This design comes from an exercise in tuning for small area on the open sky130 flow, not from production work. Only simulation tests tie the RTL to the original design; equivalence was not proved. Power figures rest on the tool's default switching activity, not on a simulated workload.

// bsrw
module bsrw (
    input             clk,
    input             rst,
    input             host_we,
    input      [2:0]  host_addr,
    input      [31:0] host_wdata,
    output            busy,
    output     [31:0] res0,
    output     [31:0] status,
    output            mem_req,
    output            mem_we,
    output     [9:0]  mem_addr,
    output     [7:0]  mem_wdata,
    input      [7:0]  mem_rdata,
    input             mem_ready,
    output            out_valid,
    output     [7:0]  out_data,
    input             out_ready
);
    localparam OP_CREATE = 4'h1, OP_DESTROY = 4'h2, OP_AT_END = 4'h3,
               OP_RD1    = 4'h4, OP_RDBITS  = 4'h5, OP_RDFIELD = 4'h6,
               OP_RDBA   = 4'h7, OP_REMBYT  = 4'h8, OP_REMBIT  = 4'h9,
               OP_WRBITS = 4'hA, OP_WRFIELD = 4'hB, OP_WRBA    = 4'hC,
               OP_DUMP   = 4'hD;
    localparam ST_IDLE = 4'd0,  ST_LD   = 4'd1,  ST_DEC  = 4'd2,  ST_CR   = 4'd3,
               ST_RD   = 4'd4,  ST_RW   = 4'd5,  ST_BA   = 4'd6,  ST_BW   = 4'd7,
  ...
Size: roughly 1,900 cells after synthesis, ~140 I/O pins.
Settings: LEC_CHECK=0, CAP_MARGIN=20, CORE_MARGIN=2, CORE_UTILIZATION=40, PLACE_DENSITY=0.8, SLEW_MARGIN=20; clock period 20.0 ns.
standard.sh (not shown) runs the stock make flow with config.mk's settings and CLKGATE_MAP_FILE= SYNTH_SCRIPT=/design/flow/synth_recipe.tcl, a recipe that flattens the netlist after the stock synthesis.
==> flow/flow/run.sh <==
#!/bin/bash
# Own layout flow: the standard flow (standard.sh), with these changes to how the
# layout is made:
#  * synthesis: the same ORFS synthesis script (synth_recipe.tcl), so the same registers,
#    but ABC maps the logic with an area-oriented script (flow/abc_area.script) and
#    adders are left to ABC instead of the fa/ha cell map;
#  * ports are buffered with sky130_fd_sc_hd__buf_1;
#  * clock tree synthesis uses small clusters of clkbuf_4 buffers and no dummy loads.
# Each make run's full output goes to its own log here (synth_make.log, layout_make.log);
# ORFS also keeps each tool's log under orfs/logs/.
set -uo pipefail
here=$(pwd)
rm -rf "$here/scripts_area"
cp -r "$FLOW_HOME/scripts" "$here/scripts_area"
chmod -R u+w "$here/scripts_area"
cp "$here/flow/abc_area.script" "$here/scripts_area/abc_area.script"
bash standard.sh "SCRIPTS_DIR=$here/scripts_area" ABC_AREA=1 ADDER_MAP_FILE= synth > synth_make.log 2>&1
status=$?
if [[ $status -ne 0 ]]; then
  tail -30 synth_make.log
  exit $status
fi
bash standard.sh \
  "BUFFER_PORTS_ARGS=-buffer_cell sky130_fd_sc_hd__buf_1" \
  "CTS_ARGS=-sink_clustering_enable -repair_clock_nets -dont_use_dummy_load -buf_list sky130_fd_sc_hd__clkbuf_4 -sink_clustering_size 9 -sink_clustering_max_diameter 45" \
  finish > layout_make.log 2>&1
status=$?
tail -20 layout_make.log
exit $status
==> flow/flow/abc_area.script <==
strash
&get -n
&fraig -x
&put
scorr
dc2
dretime
strash
&get -n
&dch -f
&nf {D}
&put
strash
&get -n
&dch -f
&nf {D}
&put
strash
&get -n
&dch -f
&nf {D}
&put
strash
&get -n
&dch -f
&nf {D}
&put
The baseline ran to the end with no violations.
==> next run, changes <==
--- a/flow/config.mk
+++ b/flow/config.mk
@@ -10,2 +10 @@
-export CORE_UTILIZATION = 40
-export PLACE_DENSITY = 0.8
+export CORE_UTILIZATION = 55
Fmax grows by 2.1%.
Setup slack improved by 0.27 ns.
Total power went down by 1.5%.
Critical path depth does not change.
Non-clock buffer count went down by 6.
Synthesized area stays the same.
Clock power drops by about 3%.
Via count goes down by 0.47%.
Core utilization grows by 16 points.

---

== west ==
bsrw again, from the RTL that the note above started with.
// bsrw
module bsrw (
    input             clk,
    input             rst,
    input             host_we,
    input      [2:0]  host_addr,
    input      [31:0] host_wdata,
    output            busy,
    output     [31:0] res0,
    output     [31:0] status,
    output            mem_req,
    output            mem_we,
    output     [9:0]  mem_addr,
    output     [7:0]  mem_wdata,
    input      [7:0]  mem_rdata,
    input             mem_ready,
    output            out_valid,
    output     [7:0]  out_data,
    input             out_ready
);
clock: 20.0 ns
lec_check: 0
cap_margin: 20
core_margin: 2
core_utilization: 40
slew_margin: 20
==> flow/flow/abc_area.script <==
strash
&get -n
&fraig -x
&put
scorr
dc2
dretime
strash
&get -n
&dch -f
&nf -R 1000 {D}
&put
strash
&get -n
&dch -f
&nf -R 1000 {D}
&put
strash
&get -n
&dch -f
&nf -R 1000 {D}
&put
strash
&get -n
&dch -f
&nf -R 1000 {D}
&put
strash
&get -n
&dch -f
&nf -R 1000 {D}
&put
Scripts as last shown in full above: flow/flow/run.sh
west finished all stages; the layout is clean.
What east does differently from west at the input level:
Settings: CORE_UTILIZATION now 55, was 40.
### Flow results
Compared with west, east shows a higher worst setup slack.
The lower portion of total power attributed to the clock network came out of east.
Die area delta (east − west): favourable

-- static timing again, ports no longer ideal --
No port has a modelled driver above. Below, the same layouts with a new extraction and two added sets of constraints.
Step 1 sets driving cells, clkbuf_16 on the clock port and buf_2 on the other inputs (assumed; they add their load-dependent delay and slew).
Step 2, shift: input delay + t, output delay - t, t = (earliest + latest rising clock arrival at the registers) / 2. This alone moves slack from input paths to output paths.
Three values: no drivers, after step 1, after step 2; two values: the first two.
| run | t, ns | slack for setup (ns) | worst setup path at the end | worst slew at a driven data input, ns | cell pins on the clock port's net |
|---|---|---|---|---|---|
| the first run of note 1 | 0.845 | 7.166 / 7.111 / 7.956 | register to output | 0.04 | 1 |
| the second run of note 1 | 0.781 | 7.434 / 7.380 / 8.161 | register to output | 0.04 | 1 |
| west | 0.823 | 4.934 / 4.877 / 5.700 | register to output | 0.04 | 1 |
| east | 0.778 | 4.953 / 4.899 / 5.676 | register to output | 0.03 | 1 |
After both steps setup and hold are still met in every run listed.
